This design comes from an exercise in tuning for small area, a short achievable clock period and few clock cycles per item on the open sky130 flow, not from production work.
The RTL was checked by simulation tests, not by an equivalence proof against the original design.

**flow/config.mk**
```make
export PLATFORM = sky130hd
export DESIGN_NAME = bc4_encoder
export DESIGN_NICKNAME = bc4_encoder
export VERILOG_FILES = /design/flow/design.v
export SDC_FILE = /design/flow/constraint.sdc
export NUM_CORES = 8
export LEC_CHECK = 0
export CAP_MARGIN = 20
export CORE_MARGIN = 2
export CORE_UTILIZATION = 30
export PLACE_DENSITY = 0.5
export SLEW_MARGIN = 20
```
**flow/constraint.sdc**
```tcl
create_clock -name core_clock -period 25.0 [get_ports {clk}]
set_input_delay 5.0000 -clock core_clock [delete_from_list [all_inputs] [get_ports {clk}]]
set_output_delay 5.0000 -clock core_clock [all_outputs]
set_load 0.01 [all_outputs]
```
**flow/design.v**
```verilog
module bc4_fround (
    input         sign,
    input  signed [11:0] eb,
    input  [26:0] m27,
    input         sticky,
    output [31:0] y
);
    wire        denorm = (eb < 12'sd1);
    wire [11:0] shamt  = 12'd1 - eb;
    wire        allout = denorm && (shamt > 12'd27);
    wire [26:0] lostm  = ~({27{1'b1}} << shamt[4:0]);
    wire [26:0] m_sh   = allout ? 27'd0 : (denorm ? (m27 >> shamt[4:0]) : m27);
    wire        st2    = allout ? (|m27) : (denorm ? |(m27 & lostm) : 1'b0);
    wire [23:0] mant   = m_sh[26:3];
    wire        g      = m_sh[2];
    wire        s      = |m_sh[1:0] | sticky | st2;
    wire        rup    = g & (s | mant[0]);
    wire        ovf    = !denorm && (eb >= 12'sd255);
    wire [7:0]  expf   = denorm ? 8'd0 : eb[7:0];
    wire [30:0] body   = {expf, mant[22:0]} + {30'd0, rup};
    assign y = ovf ? {sign, 8'hff, 23'd0} : {sign, body};
endmodule
module bc4_fadd (
    input  [31:0] a,
    input  [31:0] b,
    output [31:0] y
);
    function [4:0] clz27(input [26:0] v);
        integer i;
        reg found;
        begin
            clz27 = 5'd27;
            found = 1'b0;
            for (i = 26; i >= 0; i = i - 1)
                if (!found && v[i]) begin
                    clz27 = 26 - i;
                    found = 1'b1;
                end
        end
    endfunction
    wire a_nan = (&a[30:23]) & (|a[22:0]);
    wire b_nan = (&b[30:23]) & (|b[22:0]);
    wire a_inf = (&a[30:23]) & ~(|a[22:0]);
    wire b_inf = (&b[30:23]) & ~(|b[22:0]);
    wire        swap = b[30:0] > a[30:0];
    wire [31:0] x    = swap ? b : a;
    wire [31:0] z    = swap ? a : b;
    wire [7:0]  ex   = (x[30:23] == 8'd0) ? 8'd1 : x[30:23];
    wire [7:0]  ez   = (z[30:23] == 8'd0) ? 8'd1 : z[30:23];
    wire [23:0] mx   = {|x[30:23], x[22:0]};
    wire [23:0] mz   = {|z[30:23], z[22:0]};
    wire [7:0]  d    = ex - ez;
    wire [26:0] mz_ext = {mz, 3'b000};
    wire        far    = (d > 8'd26);
    wire [26:0] mz_sh  = far ? 27'd0 : (mz_ext >> d[4:0]);
    wire        lost   = far ? (|mz) : |(mz_ext & ~({27{1'b1}} << d[4:0]));
    wire [26:0] mz_al  = mz_sh | {26'd0, lost};
    wire        sub    = x[31] ^ z[31];
    wire [27:0] sum    = sub ? ({1'b0, mx, 3'b000} - {1'b0, mz_al})
                             : ({1'b0, mx, 3'b000} + {1'b0, mz_al});
    wire [4:0]  lz     = clz27(sum[26:0]);
    wire [26:0] m_norm = sum[27] ? sum[27:1] : (sum[26:0] << lz);
    wire        st_n   = sum[27] ? sum[0] : 1'b0;
    wire signed [11:0] eb_n = sum[27] ? ($signed({4'd0, ex}) + 12'sd1)
                                      : ($signed({4'd0, ex}) - $signed({7'd0, lz}));
    wire [31:0] y_r;
    bc4_fround u_rnd (.sign(x[31]), .eb(eb_n), .m27(m_norm), .sticky(st_n), .y(y_r));
    assign y = (a_nan | b_nan | (a_inf & b_inf & (a[31] ^ b[31]))) ? 32'h7fc00000 :
               a_inf ? a :
               b_inf ? b :
               (sum == 28'd0) ? {x[31] & ~sub, 31'd0} :
               y_r;
endmodule
module bc4_fmul (
    input  [31:0] a,
    input  [31:0] b,
    output [31:0] y
);
    function [5:0] clz48(input [47:0] v);
        integer i;
        reg found;
        begin
            clz48 = 6'd48;
            found = 1'b0;
            for (i = 47; i >= 0; i = i - 1)
                if (!found && v[i]) begin
                    clz48 = 47 - i;
                    found = 1'b1;
                end
        end
    endfunction
    wire a_nan  = (&a[30:23]) & (|a[22:0]);
    wire b_nan  = (&b[30:23]) & (|b[22:0]);
    wire a_inf  = (&a[30:23]) & ~(|a[22:0]);
    wire b_inf  = (&b[30:23]) & ~(|b[22:0]);
    wire a_zero = ~(|a[30:0]);
    wire b_zero = ~(|b[30:0]);
    wire sign   = a[31] ^ b[31];
    wire [7:0]  ea = (a[30:23] == 8'd0) ? 8'd1 : a[30:23];
    wire [7:0]  eb = (b[30:23] == 8'd0) ? 8'd1 : b[30:23];
    wire [23:0] ma = {|a[30:23], a[22:0]};
    wire [23:0] mb = {|b[30:23], b[22:0]};
    wire [47:0] p  = ma * mb;
    wire [5:0]  lz = clz48(p);
    wire [47:0] pn = p << lz;
    wire signed [11:0] e_r = $signed({4'd0, ea}) + $signed({4'd0, eb})
                             - 12'sd126 - $signed({6'd0, lz});
    wire [31:0] y_r;
    bc4_fround u_rnd (.sign(sign), .eb(e_r), .m27(pn[47:21]), .sticky(|pn[20:0]), .y(y_r));
    assign y = (a_nan | b_nan | (a_inf & b_zero) | (b_inf & a_zero)) ? 32'h7fc00000 :
               (a_inf | b_inf) ? {sign, 8'hff, 23'd0} :
               (a_zero | b_zero) ? {sign, 31'd0} :
               y_r;
endmodule
module bc4_fdiv (
    input         clk,
    input         rst,
    input         start,
    input  [31:0] a,
    input  [31:0] b,
    output reg    done,
    output [31:0] y
);
    function [4:0] clz24(input [23:0] v);
        integer i;
        reg found;
        begin
            clz24 = 5'd24;
            found = 1'b0;
            for (i = 23; i >= 0; i = i - 1)
                if (!found && v[i]) begin
                    clz24 = 23 - i;
                    found = 1'b1;
                end
        end
    endfunction
    wire a_nan  = (&a[30:23]) & (|a[22:0]);
    wire b_nan  = (&b[30:23]) & (|b[22:0]);
    wire a_inf  = (&a[30:23]) & ~(|a[22:0]);
    wire b_inf  = (&b[30:23]) & ~(|b[22:0]);
    wire a_zero = ~(|a[30:0]);
    wire b_zero = ~(|b[30:0]);
    wire [7:0]  ea  = (a[30:23] == 8'd0) ? 8'd1 : a[30:23];
    wire [7:0]  eb  = (b[30:23] == 8'd0) ? 8'd1 : b[30:23];
    wire [23:0] ma  = {|a[30:23], a[22:0]};
    wire [23:0] mb  = {|b[30:23], b[22:0]};
    wire [4:0]  lza = clz24(ma);
    wire [4:0]  lzb = clz24(mb);
    reg        busy;
    reg [4:0]  cnt;
    reg [25:0] rem;
    reg [23:0] dvs;
    reg [26:0] q;
    reg        sign;
    reg signed [11:0] e_base;
    reg [1:0]  special;    
    always @(posedge clk) begin
        if (rst) begin
            busy <= 1'b0;
            done <= 1'b0;
        end else begin
            done <= 1'b0;
            if (start) begin
                busy   <= 1'b1;
                cnt    <= 5'd26;
                sign   <= a[31] ^ b[31];
                rem    <= {2'b00, ma << lza};
                dvs    <= mb << lzb;
                q      <= 27'd0;
                e_base <= $signed({4'd0, ea}) - $signed({7'd0, lza})
                          - $signed({4'd0, eb}) + $signed({7'd0, lzb}) + 12'sd126;
                if (a_nan | b_nan | (a_zero & b_zero) | (a_inf & b_inf))
                    special <= 2'd1;
                else if (a_inf | b_zero)
                    special <= 2'd2;
                else if (a_zero | b_inf)
                    special <= 2'd3;
                else
                    special <= 2'd0;
            end else if (busy) begin
                if (rem >= {2'b00, dvs}) begin
                    q   <= {q[25:0], 1'b1};
                    rem <= (rem - {2'b00, dvs}) << 1;
                end else begin
                    q   <= {q[25:0], 1'b0};
                    rem <= rem << 1;
                end
                cnt <= cnt - 5'd1;
                if (cnt == 5'd0) begin
                    busy <= 1'b0;
                    done <= 1'b1;
                end
            end
        end
    end
    wire [26:0] m27   = q[26] ? q : {q[25:0], 1'b0};
    wire signed [11:0] e_r = q[26] ? (e_base + 12'sd1) : e_base;
    wire [31:0] y_r;
    bc4_fround u_rnd (.sign(sign), .eb(e_r), .m27(m27), .sticky(|rem), .y(y_r));
    assign y = (special == 2'd1) ? 32'h7fc00000 :
               (special == 2'd2) ? {sign, 8'hff, 23'd0} :
               (special == 2'd3) ? {sign, 31'd0} :
               y_r;
endmodule
module bc4_encoder (
    input              clk,
    input              rst,         
    input              start,       
    input              is_signed,   
    input      [511:0] samples,     
    output             ready,
    output reg         done,        
    output reg [63:0]  block,
    output reg [3:0]   iters,
    output reg         six
);
    localparam [31:0] F_ZERO  = 32'h00000000;
    localparam [31:0] F_HALF  = 32'h3F000000;
    localparam [31:0] F_ONE   = 32'h3F800000;
    localparam [31:0] F_MONE  = 32'hBF800000;
    localparam [31:0] F_RSTOP = 32'h3B800000;   
    localparam [31:0] F_GSTOP = 32'h3C800000;   
    localparam [31:0] F_255   = 32'h437F0000;
    localparam [31:0] F_127   = 32'h42FE0000;
    function [31:0] f_small(input [2:0] v);
        case (v)
            3'd0: f_small = 32'h00000000;
            3'd1: f_small = 32'h3F800000;
            3'd2: f_small = 32'h40000000;
            3'd3: f_small = 32'h40400000;
            3'd4: f_small = 32'h40800000;
            3'd5: f_small = 32'h40A00000;
            3'd6: f_small = 32'h40C00000;
            default: f_small = 32'h40E00000;
        endcase
    endfunction
    function [31:0] c_weight(input six_pt, input [2:0] k);
        if (six_pt)
            case (k)
                3'd0: c_weight = 32'h3F800000;
                3'd1: c_weight = 32'h3F4CCCCD;
                3'd2: c_weight = 32'h3F19999A;
                3'd3: c_weight = 32'h3ECCCCCD;
                3'd4: c_weight = 32'h3E4CCCCD;
                default: c_weight = 32'h00000000;
            endcase
        else
            case (k)
                3'd0: c_weight = 32'h3F800000;
                3'd1: c_weight = 32'h3F5B6DB7;
                3'd2: c_weight = 32'h3F36DB6E;
                3'd3: c_weight = 32'h3F124925;
                3'd4: c_weight = 32'h3EDB6DB7;
                3'd5: c_weight = 32'h3E924925;
                3'd6: c_weight = 32'h3E124925;
                default: c_weight = 32'h00000000;
            endcase
    endfunction
    function [31:0] i2f(input signed [9:0] v);
        reg [8:0] mag;
        reg [3:0] pos;
        integer j;
        begin
            mag = v[9] ? -v[8:0] : v[8:0];
            pos = 4'd0;
            for (j = 0; j < 9; j = j + 1)
                if (mag[j]) pos = j;
            if (mag == 9'd0)
                i2f = 32'h00000000;
            else
                i2f = {v[9], 8'd127 + {4'd0, pos}, ({14'd0, mag} << (5'd23 - {1'b0, pos})) & 23'h7FFFFF};
        end
    endfunction
    function signed [9:0] f2i(input [31:0] v);
        reg [23:0] m;
        reg [8:0]  mag;
        begin
            m = {1'b1, v[22:0]};
            if (v[30:23] < 8'd127)
                mag = 9'd0;
            else if (v[30:23] > 8'd135)
                mag = 9'd511;
            else
                mag = m >> (8'd150 - v[30:23]);
            f2i = v[31] ? -$signed({1'b0, mag}) : $signed({1'b0, mag});
        end
    endfunction
    function is_nan(input [31:0] v);
        is_nan = (&v[30:23]) & (|v[22:0]);
    endfunction
    function f_lt(input [31:0] a, input [31:0] b);
        if ((a[30:0] == 31'd0) && (b[30:0] == 31'd0))
            f_lt = 1'b0;
        else if (a[31] != b[31])
            f_lt = a[31];
        else if (a[31])
            f_lt = a[30:0] > b[30:0];
        else
            f_lt = a[30:0] < b[30:0];
    endfunction
    function f_eq(input [31:0] a, input [31:0] b);
        f_eq = (a == b) || ((a[30:0] == 31'd0) && (b[30:0] == 31'd0));
    endfunction
    function f_le(input [31:0] a, input [31:0] b);
        f_le = f_lt(a, b) || f_eq(a, b);
    endfunction
    localparam [5:0]
        S_IDLE   = 6'd0,
        S_CLAMP  = 6'd1,
        S_MODE   = 6'd2,
        S_BRACK  = 6'd3,
        S_BRACK2 = 6'd4,
        S_RANGE  = 6'd5,
        S_SCALE0 = 6'd6,
        S_SCALE1 = 6'd7,
        S_HALF0  = 6'd8,
        S_HALF1  = 6'd9,
        S_STA    = 6'd10,
        S_STB    = 6'd11,
        S_STC    = 6'd12,
        S_ASA    = 6'd13,
        S_ASB    = 6'd14,
        S_ASC    = 6'd15,
        S_ACCA   = 6'd16,
        S_ACCB   = 6'd17,
        S_ACCC   = 6'd18,
        S_ACCD   = 6'd19,
        S_ACCE   = 6'd20,
        S_ACCF   = 6'd21,
        S_UPDX0  = 6'd22,
        S_UPDX1  = 6'd23,
        S_UPDX2  = 6'd24,
        S_UPDY0  = 6'd25,
        S_UPDY1  = 6'd26,
        S_UPDY2  = 6'd27,
        S_SWAP   = 6'd28,
        S_GRAD   = 6'd29,
        S_FIN    = 6'd30,
        S_QA     = 6'd31,
        S_QB     = 6'd32,
        S_QC     = 6'd33,
        S_QD     = 6'd34,
        S_PAL0   = 6'd35,
        S_PAL1   = 6'd36,
        S_PAL2   = 6'd37,
        S_PAL3   = 6'd38,
        S_PALA   = 6'd39,
        S_PALB   = 6'd40,
        S_PALC   = 6'd41,
        S_PALD   = 6'd42,
        S_PALE   = 6'd43,
        S_FC     = 6'd44,
        S_DONE   = 6'd45;
    reg [5:0]  state;
    reg [3:0]  i;           
    reg [2:0]  k;           
    reg [3:0]  it;          
    reg [31:0] s  [0:15];   
    reg [2:0]  st [0:15];   
    reg [31:0] steps [0:7];
    reg [31:0] pal   [0:7];
    reg        sgn;         
    reg        n6;          
    reg        cnt;         
    reg [31:0] mn, mx;
    reg [31:0] X, Y;
    reg [31:0] rng, scale, hx, hy;
    reg [31:0] dX, dY, d2X, d2Y;
    reg [31:0] t1, m;
    reg signed [9:0] e0, e1;
    reg [2:0]  best;
    reg [31:0] bd;
    reg [47:0] idx;
    wire [31:0] lo   = sgn ? F_MONE : F_ZERO;
    wire [31:0] hi   = F_ONE;
    wire [2:0]  nm1  = n6 ? 3'd5 : 3'd7;
    wire [31:0] fnm1 = f_small(nm1);
    wire [31:0] p    = s[0];
    wire        pal8 = (e0 > e1);
    function [31:0] clampv(input [31:0] v, input [31:0] l, input [31:0] h);
        if (is_nan(v) || f_lt(v, l))
            clampv = l;
        else if (f_lt(h, v))
            clampv = h;
        else
            clampv = v;
    endfunction
    reg  [31:0] add_a, add_b, mul_a, mul_b, div_a, div_b;
    reg         add_sub;
    reg         div_start;
    wire [31:0] add_y, mul_y, div_y;
    wire        div_done;
    bc4_fadd u_add (.a(add_a), .b({add_b[31] ^ add_sub, add_b[30:0]}), .y(add_y));
    bc4_fmul u_mul (.a(mul_a), .b(mul_b), .y(mul_y));
    bc4_fdiv u_div (.clk(clk), .rst(rst), .start(div_start), .a(div_a), .b(div_b),
                    .done(div_done), .y(div_y));
    wire [2:0]  sk    = st[0];
    wire [31:0] c_sk  = c_weight(n6, sk);
    wire [31:0] d_sk  = c_weight(n6, nm1 - sk);
    wire [31:0] c_k   = c_weight(n6, k);
    wire [31:0] d_k   = c_weight(n6, nm1 - k);
    wire [31:0] fcd   = {1'b0, add_y[30:0]};    
    wire [31:0] dscl  = sgn ? F_127 : F_255;
    wire signed [9:0] q_u = f2i(m);
    wire signed [9:0] q_t = f2i(add_y);
    wire signed [9:0] q_s = (q_t > 10'sd127) ? 10'sd127 :
                            (q_t < -10'sd127) ? -10'sd127 : q_t;
    always @* begin
        add_a = p; add_b = X; add_sub = 1'b0;
        mul_a = X; mul_b = F_HALF;
        div_a = fnm1; div_b = rng; div_start = 1'b0;
        case (state)
            S_RANGE:  begin add_a = Y;  add_b = X;      add_sub = 1'b1; end
            S_SCALE0: begin div_a = fnm1; div_b = rng;  div_start = 1'b1; end
            S_HALF0:  begin mul_a = X;  mul_b = F_HALF; add_a = Y; add_b = F_ONE; end
            S_HALF1:  begin mul_a = t1; mul_b = F_HALF; end
            S_STA:    begin mul_a = c_k; mul_b = X; end
            S_STB:    begin mul_a = d_k; mul_b = Y; end
            S_STC:    begin add_a = m;  add_b = t1; end
            S_ASA:    begin add_a = p;  add_b = X;  add_sub = 1'b1; end
            S_ASB:    begin mul_a = t1; mul_b = scale; end
            S_ASC:    begin add_a = m;  add_b = F_HALF; end
            S_ACCA:   begin add_a = steps[sk]; add_b = p; add_sub = 1'b1; end
            S_ACCB:   begin mul_a = c_sk; mul_b = t1; end
            S_ACCC:   begin add_a = dX;  add_b = m; mul_a = c_sk; mul_b = c_sk; end
            S_ACCD:   begin add_a = d2X; add_b = m; mul_a = d_sk; mul_b = t1; end
            S_ACCE:   begin add_a = dY;  add_b = m; mul_a = d_sk; mul_b = d_sk; end
            S_ACCF:   begin add_a = d2Y; add_b = m; end
            S_UPDX0:  begin div_a = dX; div_b = d2X; div_start = f_lt(F_ZERO, d2X); end
            S_UPDX2:  begin add_a = X;  add_b = t1; add_sub = 1'b1; end
            S_UPDY0:  begin div_a = dY; div_b = d2Y; div_start = f_lt(F_ZERO, d2Y); end
            S_UPDY2:  begin add_a = Y;  add_b = t1; add_sub = 1'b1; end
            S_SWAP:   begin mul_a = dX; mul_b = dX; end
            S_GRAD:   begin mul_a = dY; mul_b = dY; end
            S_QA:     begin mul_a = X;  mul_b = dscl; end
            S_QB:     begin add_a = m;  add_b = F_HALF; add_sub = f_lt(m, F_ZERO); end
            S_QC:     begin mul_a = Y;  mul_b = dscl; end
            S_QD:     begin add_a = m;  add_b = F_HALF; add_sub = f_lt(m, F_ZERO); end
            S_PAL0:   begin div_a = i2f(e0); div_b = dscl; div_start = 1'b1; end
            S_PAL2:   begin div_a = i2f(e1); div_b = dscl; div_start = 1'b1; end
            S_PALA:   begin mul_a = pal[0]; mul_b = f_small(pal8 ? 3'd0 - k : 3'd6 - k); end
            S_PALB:   begin mul_a = pal[1]; mul_b = f_small(k - 3'd1); end
            S_PALC:   begin add_a = m;  add_b = t1; end
            S_PALD:   begin div_a = t1; div_b = pal8 ? f_small(3'd7) : f_small(3'd5); div_start = 1'b1; end
            S_FC:     begin add_a = pal[k]; add_b = p; add_sub = 1'b1; end
            default: ;
        endcase
    end
    reg [2:0] st_new;
    always @* begin
        if (f_le(m, F_ZERO))
            st_new = (n6 && f_le(p, hx)) ? 3'd6 : 3'd0;
        else if (f_le(fnm1, m))
            st_new = (n6 && f_le(hy, p)) ? 3'd7 : nm1;
        else
            st_new = f2i(add_y);
    end
    wire [31:0] p_cl = clampv(p, lo, hi);
    wire [31:0] x_cl = clampv(X, lo, hi);
    wire [31:0] y_cl = clampv(Y, lo, hi);
    wire        fc_take = (k == 3'd0) || f_lt(fcd, bd);
    wire [2:0]  fc_best = fc_take ? k : best;
    integer j;
    assign ready = (state == S_IDLE);
    always @(posedge clk) begin
        if (rst) begin
            state <= S_IDLE;
            done  <= 1'b0;
            block <= 64'd0;
            iters <= 4'd0;
            six   <= 1'b0;
        end else begin
            done <= 1'b0;
            case (state)
                S_IDLE: begin
                    if (start) begin
                        for (j = 0; j < 16; j = j + 1)
                            s[j] <= samples[32*j +: 32];
                        sgn   <= is_signed;
                        i     <= 4'd0;
                        state <= S_CLAMP;
                    end
                end
                S_CLAMP: begin
                    for (j = 0; j < 15; j = j + 1)
                        s[j] <= s[j+1];
                    s[15] <= p_cl;
                    if (i == 4'd0) begin
                        mn <= p_cl;
                        mx <= p_cl;
                    end else begin
                        if (f_lt(p_cl, mn)) mn <= p_cl;
                        if (f_lt(mx, p_cl)) mx <= p_cl;
                    end
                    i <= i + 4'd1;
                    if (i == 4'd15)
                        state <= S_MODE;
                end
                S_MODE: begin
                    it <= 4'd0;
                    if (f_eq(mn, lo) || f_eq(mx, hi)) begin
                        n6    <= 1'b1;
                        X     <= hi;
                        Y     <= lo;
                        cnt   <= 1'b0;
                        i     <= 4'd0;
                        state <= S_BRACK;
                    end else begin
                        n6    <= 1'b0;
                        X     <= mn;
                        Y     <= mx;
                        state <= S_RANGE;
                    end
                end
                S_BRACK: begin
                    if (f_lt(lo, p) && f_lt(p, hi)) begin
                        cnt <= 1'b1;
                        if (f_lt(p, X)) X <= p;
                        if (f_lt(Y, p)) Y <= p;
                    end
                    for (j = 0; j < 15; j = j + 1)
                        s[j] <= s[j+1];
                    s[15] <= p;
                    i <= i + 4'd1;
                    if (i == 4'd15)
                        state <= S_BRACK2;
                end
                S_BRACK2: begin
                    if (!cnt) Y <= hi;
                    state <= S_RANGE;
                end
                S_RANGE: begin
                    rng <= add_y;
                    if (it == 4'd8 || f_lt(add_y, F_RSTOP))
                        state <= S_FIN;
                    else
                        state <= S_SCALE0;
                end
                S_SCALE0: state <= S_SCALE1;
                S_SCALE1: begin
                    if (div_done) begin
                        scale <= div_y;
                        state <= S_HALF0;
                    end
                end
                S_HALF0: begin
                    hx    <= mul_y;
                    t1    <= add_y;
                    state <= S_HALF1;
                end
                S_HALF1: begin
                    hy    <= mul_y;
                    k     <= 3'd0;
                    state <= S_STA;
                end
                S_STA: begin
                    m     <= mul_y;
                    state <= S_STB;
                end
                S_STB: begin
                    t1    <= mul_y;
                    state <= S_STC;
                end
                S_STC: begin
                    steps[k] <= add_y;
                    if (k == nm1) begin
                        i     <= 4'd0;
                        state <= S_ASA;
                    end else begin
                        k     <= k + 3'd1;
                        state <= S_STA;
                    end
                end
                S_ASA: begin
                    t1    <= add_y;
                    state <= S_ASB;
                end
                S_ASB: begin
                    m     <= mul_y;
                    state <= S_ASC;
                end
                S_ASC: begin
                    for (j = 0; j < 15; j = j + 1) begin
                        s[j]  <= s[j+1];
                        st[j] <= st[j+1];
                    end
                    s[15]  <= p;
                    st[15] <= st_new;
                    i <= i + 4'd1;
                    if (i == 4'd15) begin
                        dX    <= F_ZERO;
                        dY    <= F_ZERO;
                        d2X   <= F_ZERO;
                        d2Y   <= F_ZERO;
                        state <= S_ACCA;
                    end else begin
                        state <= S_ASA;
                    end
                end
                S_ACCA: begin
                    if (n6 && sk[2:1] == 2'b11) begin
                        for (j = 0; j < 15; j = j + 1) begin
                            s[j]  <= s[j+1];
                            st[j] <= st[j+1];
                        end
                        s[15]  <= p;
                        st[15] <= sk;
                        i <= i + 4'd1;
                        if (i == 4'd15)
                            state <= S_UPDX0;
                    end else begin
                        t1    <= add_y;
                        state <= S_ACCB;
                    end
                end
                S_ACCB: begin
                    m     <= mul_y;
                    state <= S_ACCC;
                end
                S_ACCC: begin
                    dX    <= add_y;
                    m     <= mul_y;
                    state <= S_ACCD;
                end
                S_ACCD: begin
                    d2X   <= add_y;
                    m     <= mul_y;
                    state <= S_ACCE;
                end
                S_ACCE: begin
                    dY    <= add_y;
                    m     <= mul_y;
                    state <= S_ACCF;
                end
                S_ACCF: begin
                    d2Y <= add_y;
                    for (j = 0; j < 15; j = j + 1) begin
                        s[j]  <= s[j+1];
                        st[j] <= st[j+1];
                    end
                    s[15]  <= p;
                    st[15] <= sk;
                    i <= i + 4'd1;
                    state <= (i == 4'd15) ? S_UPDX0 : S_ACCA;
                end
                S_UPDX0: state <= f_lt(F_ZERO, d2X) ? S_UPDX1 : S_UPDY0;
                S_UPDX1: begin
                    if (div_done) begin
                        t1    <= div_y;
                        state <= S_UPDX2;
                    end
                end
                S_UPDX2: begin
                    X     <= add_y;
                    state <= S_UPDY0;
                end
                S_UPDY0: state <= f_lt(F_ZERO, d2Y) ? S_UPDY1 : S_SWAP;
                S_UPDY1: begin
                    if (div_done) begin
                        t1    <= div_y;
                        state <= S_UPDY2;
                    end
                end
                S_UPDY2: begin
                    Y     <= add_y;
                    state <= S_SWAP;
                end
                S_SWAP: begin
                    it <= it + 4'd1;
                    if (f_lt(Y, X)) begin
                        X <= Y;
                        Y <= X;
                    end
                    m     <= mul_y;
                    state <= S_GRAD;
                end
                S_GRAD: begin
                    if (f_lt(m, F_GSTOP) && f_lt(mul_y, F_GSTOP))
                        state <= S_FIN;
                    else
                        state <= S_RANGE;
                end
                S_FIN: begin
                    X     <= n6 ? x_cl : y_cl;    
                    Y     <= n6 ? y_cl : x_cl;    
                    state <= S_QA;
                end
                S_QA: begin
                    m     <= mul_y;
                    state <= S_QB;
                end
                S_QB: begin
                    e0    <= sgn ? q_s : q_u;
                    state <= S_QC;
                end
                S_QC: begin
                    m     <= mul_y;
                    state <= S_QD;
                end
                S_QD: begin
                    e1    <= sgn ? q_s : q_u;
                    state <= S_PAL0;
                end
                S_PAL0: state <= S_PAL1;
                S_PAL1: begin
                    if (div_done) begin
                        pal[0] <= div_y;
                        state  <= S_PAL2;
                    end
                end
                S_PAL2: state <= S_PAL3;
                S_PAL3: begin
                    if (div_done) begin
                        pal[1] <= div_y;
                        k      <= 3'd2;
                        state  <= S_PALA;
                    end
                end
                S_PALA: begin
                    m     <= mul_y;
                    state <= S_PALB;
                end
                S_PALB: begin
                    t1    <= mul_y;
                    state <= S_PALC;
                end
                S_PALC: begin
                    t1    <= add_y;
                    state <= S_PALD;
                end
                S_PALD: state <= S_PALE;
                S_PALE: begin
                    if (div_done) begin
                        pal[k] <= div_y;
                        if (k == (pal8 ? 3'd7 : 3'd5)) begin
                            if (!pal8) begin
                                pal[6] <= lo;
                                pal[7] <= hi;
                            end
                            k     <= 3'd0;
                            i     <= 4'd0;
                            state <= S_FC;
                        end else begin
                            k     <= k + 3'd1;
                            state <= S_PALA;
                        end
                    end
                end
                S_FC: begin
                    if (fc_take) begin
                        best <= k;
                        bd   <= fcd;
                    end
                    k <= k + 3'd1;
                    if (k == 3'd7) begin
                        idx <= {fc_best, idx[47:3]};
                        for (j = 0; j < 15; j = j + 1)
                            s[j] <= s[j+1];
                        s[15] <= p;
                        i <= i + 4'd1;
                        if (i == 4'd15)
                            state <= S_DONE;
                    end
                end
                S_DONE: begin
                    block <= {idx, e1[7:0], e0[7:0]};
                    iters <= it;
                    six   <= n6;
                    done  <= 1'b1;
                    state <= S_IDLE;
                end
                default: state <= S_IDLE;
            endcase
        end
    end
endmodule
```
**flow/run.sh**
```bash
#!/bin/bash
# synth_recipe.tcl (not shown) runs the flow's synth.tcl, then flattens the netlist and writes it again
# the make line also repeats each setting of config.mk as NAME=value (left out here)
make -C /OpenROAD-flow-scripts/flow DESIGN_CONFIG=/design/flow/config.mk WORK_HOME=/design/flow/orfs CLKGATE_MAP_FILE= SYNTH_SCRIPT=/design/flow/synth_recipe.tcl finish
```
==> impl_metrics.xml <==
<?xml version="1.0" encoding="UTF-8"?>
<metrics>
  <group name="sta">
    <metric name="final.setup.tns" unit="ns">0</metric>
    <metric name="max_clock_freq" unit="GHz">0.04178</metric>
    <metric name="timing.final.crit_period" unit="ns">23.93</metric>
    <metric name="hold_violations_final" unit="">0</metric>
    <metric name="slew_viol_final" unit="">0</metric>
    <metric name="worst-slew-pin-transition" unit="ns">1.319</metric>
    <metric name="setup_violations" unit="">0</metric>
    <metric name="post-route-period-util" unit="">0.9573</metric>
    <metric name="final.setup.worst_slack" unit="ns">1.067</metric>
    <metric name="slew_headroom" unit="">0.1204</metric>
    <metric name="setup_repair_after_global_routing_missed_its_margin" unit="">false</metric>
    <metric name="clock-skew-final" unit="ns">0.1282</metric>
  </group>
  <group name="synthesis">
    <metric name="netlist_instances" unit="">14750</metric>
    <metric name="postSynthRegisterBits" unit="">1817</metric>
    <metric name="syn-mean-instance-area" unit="um2">9.714</metric>
    <metric name="postSynth.topFlopCell" unit="">sky130_fd_sc_hd__edfxtp_1</metric>
    <metric name="synth_async_sr_flop_share" unit="">0</metric>
    <metric name="yosys_warnings" unit="">6</metric>
    <metric name="ys_types" unit="">143</metric>
    <metric name="seq_area_frac_synth" unit="">0.3750</metric>
    <metric name="yosys.area.top_type" unit="">sky130_fd_sc_hd__edfxtp_1</metric>
    <metric name="yosys-top-cells-area" unit="">sky130_fd_sc_hd__edfxtp_1 36%, sky130_fd_sc_hd__fa_1 6.9%, sky130_fd_sc_hd__ha_1 5.8%</metric>
    <metric name="edff_count_synth" unit="">1733</metric>
    <metric name="syn-cell-area" unit="um2">143200</metric>
    <metric name="synth_top_cell_area_share" unit="">0.3633</metric>
  </group>
  <group name="floorplanning">
    <metric name="chipHeight" unit="um">695.0</metric>
    <metric name="io_pins" unit="">587</metric>
    <metric name="core" unit="um2">475100</metric>
    <metric name="initial_utilization" unit="">0.3015</metric>
    <metric name="placementRows" unit="">253</metric>
    <metric name="die_area" unit="um2">483000</metric>
    <metric name="die_x" unit="um">695.0</metric>
  </group>
  <group name="drt">
    <metric name="dr.first_iter.drc_count" unit="">20180</metric>
    <metric name="vias_per_cell" unit="">6.100</metric>
    <metric name="initial_drt_pass_iterations" unit="">15</metric>
    <metric name="wl_per_cell" unit="um">36.52</metric>
    <metric name="drt-total-wl" unit="um">809100</metric>
    <metric name="route.vias.total" unit="">135200</metric>
    <metric name="route.antenna.remaining_nets" unit="">0</metric>
    <metric name="route.detailed.drc" unit="">0</metric>
  </group>
  <group name="place">
    <metric name="hpwlAfterDp" unit="um">625500</metric>
    <metric name="gp_routability_congestion" unit="">1.093</metric>
    <metric name="dp_worst_setup_slack" unit="ns">0.6798</metric>
    <metric name="place.port_buffers" unit="">586</metric>
  </group>
  <group name="critical_path">
    <metric name="crit_top_cell" unit="">sky130_fd_sc_hd__buf_4</metric>
    <metric name="worst_ep_arrival_time" unit="ns">24.57</metric>
    <metric name="critical_path.max_fanout" unit="">32</metric>
    <metric name="timing_worst_setup_path_type" unit="">register to register</metric>
    <metric name="required_worst_endpoint" unit="ns">25.64</metric>
    <metric name="cpMaxStageDelayCell" unit="">sky130_fd_sc_hd__ha_1</metric>
    <metric name="startpoint_type" unit="">register</metric>
    <metric name="timing.critical_path.slowest_cell_delay" unit="ns">0.68</metric>
    <metric name="worstSetupEndpointType" unit="">register</metric>
  </group>
  <group name="clock_tree">
    <metric name="cts_num_sinks" unit="">1817</metric>
    <metric name="clk_pin_slew" unit="ns">0.06</metric>
    <metric name="worstSkewPairLatency" unit="ns">1.05</metric>
    <metric name="cts-root-buf" unit="">sky130_fd_sc_hd__clkbuf_16</metric>
    <metric name="cts_made_buffers" unit="">220</metric>
    <metric name="cts_tree" unit="">done</metric>
    <metric name="cts-htree-levels" unit="">4</metric>
    <metric name="clk_path_buf_depth" unit="">4</metric>
  </group>
  <group name="finish">
    <metric name="final_common_cell" unit="">sky130_fd_sc_hd__edfxtp_1</metric>
    <metric name="layout-drive-gt1-share" unit="">0.1483</metric>
    <metric name="finalCoreUtilization" unit="">0.3552</metric>
    <metric name="fillerInstances" unit="">48500</metric>
    <metric name="total_area_of_multi_input_combinational_cells" unit="um2">82610</metric>
    <metric name="final_cell_mix" unit="">1733 x sky130_fd_sc_hd__edfxtp_1, 1537 x sky130_fd_sc_hd__nand2_1, 1078 x sky130_fd_sc_hd__nor2_1, 1061 x sky130_fd_sc_hd__inv_1, 874 x sky130_fd_sc_hd__buf_4</metric>
    <metric name="num-nets-final" unit="">17190</metric>
    <metric name="seqCellArea" unit="um2">53740</metric>
    <metric name="flow.area_growth_from_synthesis" unit="%">17.82</metric>
  </group>
  <group name="grt">
    <metric name="first_global_vias" unit="">125800</metric>
    <metric name="grt_start_max_net_pins" unit="">84</metric>
    <metric name="grt_first_pass_wirelength" unit="um">1091000</metric>
    <metric name="grt_antenna_before_repair" unit="">139</metric>
    <metric name="grt_usage" unit="">0.3226</metric>
    <metric name="grt_overflow" unit="">0</metric>
  </group>
  <group name="min_path">
    <metric name="min-delay-path-class" unit="">register to register</metric>
  </group>
  <group name="status">
    <metric name="status" unit="">no timing/DRC/antenna violations</metric>
  </group>
  <group name="flow_run">
    <metric name="cap_viol_max_count" unit="">0</metric>
  </group>
</metrics>
Yosys cell counts (272+ instances only):
cell	count
sky130_fd_sc_hd__fa_1	495
sky130_fd_sc_hd__edfxtp_1	1733
sky130_fd_sc_hd__mux2_2	573
sky130_fd_sc_hd__nor2_1	1112
sky130_fd_sc_hd__ha_1	664
sky130_fd_sc_hd__nor3_1	438
sky130_fd_sc_hd__nand3_1	272
sky130_fd_sc_hd__inv_1	1062
sky130_fd_sc_hd__clkbuf_1	751
sky130_fd_sc_hd__a21oi_1	826
sky130_fd_sc_hd__o21ai_0	695
sky130_fd_sc_hd__nand2_1	1540
critical path: cells and delay by family, from the launching register on:
| family | cells | cell delay (ns) |
|---|---|---|
| buffers and inverters | 15 | 2.66 |
| AND/OR/NAND/NOR | 33 | 8.11 |
| XOR/XNOR | 3 | 0.78 |
| adder cells (fa/ha/maj) | 8 | 3.20 |
| flip-flops | 1 | 0.63 |
| multiplexers | 3 | 0.93 |
| AO/OA/AOI/OAI | 32 | 7.12 |
path summary, 6_finish.rpt:
kind | from | end | slack [ns] | cells past startpoint
worst max-delay path | state[2]$_SDFFE_PP0P_ | e0[3]$_DFFE_PP_ | 1.07 | 94
worst min-delay path | st[11][2]$_DFFE_PP_ | st[10][2]$_DFFE_PP_ | 0.40 | 0
worst max register to register | state[2]$_SDFFE_PP0P_ | e0[3]$_DFFE_PP_ | 1.07 | 94
worst min register to register | st[11][2]$_DFFE_PP_ | st[10][2]$_DFFE_PP_ | 0.40 | 0
per-stage QoR:
stage	cell area [um2]	instances	hold WS, ns
2_1_floorplan	143300	14750	0.4003
3_3_place_gp	160800	21640	0.4015
3_5_place_dp	161000	21650	0.4045
4_1_cts	168200	22050	0.3804
5_1_grt	168600	22080	0.3933
6_report	168800	22160	0.3954
state kept, by name, summed over array words and instances, names as in the netlist, 31 cells and up, named ones only:
name / flops
Y: 32
s: 512
block: 64
dY: 32
d2Y: 32
d2X: 32
t1: 32
st: 48
steps: 256
m: 32
bd: 31
mn: 32
X: 32
dX: 32
idx: 48
hx: 32
rng: 32
hy: 32
scale: 32
pal: 256
mx: 32
final cells by class:
cell class | count | area share
Timing Repair Buffer | 1492 | 0.07654
Antenna cell | 88 | 0.001305
Inverter | 1087 | 0.02421
Tap cell | 6375 | 0.04726
Clock buffer | 261 | 0.03372
Sequential cell | 1817 | 0.3184
Multi-Input combinational cell | 10900 | 0.4894
Clock inverter | 137 | 0.009104
kinds of logic after synthesis:
kind of cell / Yosys count / share of synthesized area
flops: 1817 / 0.3750
simple gates: 4835 / 0.1627
fa+ha+maj: 1165 / 0.1276
buf+inv: 2033 / 0.05550
xor+xnor: 241 / 0.01473
other cells: 2 / 0.00005243
compound gates: 3709 / 0.1801
mux: 945 / 0.08434
layer usage:
| layer | vias up | share of wire | wire length (um) | track usage |
|---|---|---|---|---|
| li1 | 56760 | - | - | - |
| met1 | 68360 | 0.41 | 332200 | 0.4269 |
| met2 | 8136 | 0.42 | 342800 | 0.4750 |
| met3 | 1839 | 0.098 | 79330 | 0.08397 |
| met4 | 58 | 0.067 | 54340 | 0.1844 |
| met5 | - | 0.00055 | 447 | 0 |
repair_timing:
action	in CTS	in global routing
resized for setup	0	32
endpoints found under the setup margin	0	59
hold buffers	0	0
buffers inserted	0	10
Testbench counts, summed over its fixed seeds: cycles 318,752, blocks 512.

==> port drivers added, routing unchanged <==
Ports are ideal in the flow. The routed layout listed here was re-timed in OpenROAD.
Step 1 assumes that a clkbuf_16 drives the clock port and a buf_2 every other input.
Step 2 moves the port delays by t, midway between the first and last clock arrival at a register: inputs arrive t later, outputs are due t later. That takes back most of the time a late clock gives input paths.
Three values: ideal ports, drivers, drivers and shift; two values: the first two.
shift t [ns]: 1.129
setup WS [ns]: 1.067 / 1.067 / 1.067
worst setup path at the end: register to register
latest minus earliest clock arrival (ns): 0.129 / 0.129
worst slew at a driven data input, ns: 0.23
After both steps this run still meets setup and hold. The setup slack of this run moves by 0.000 ns with the drivers and by 0.000 ns with both steps.
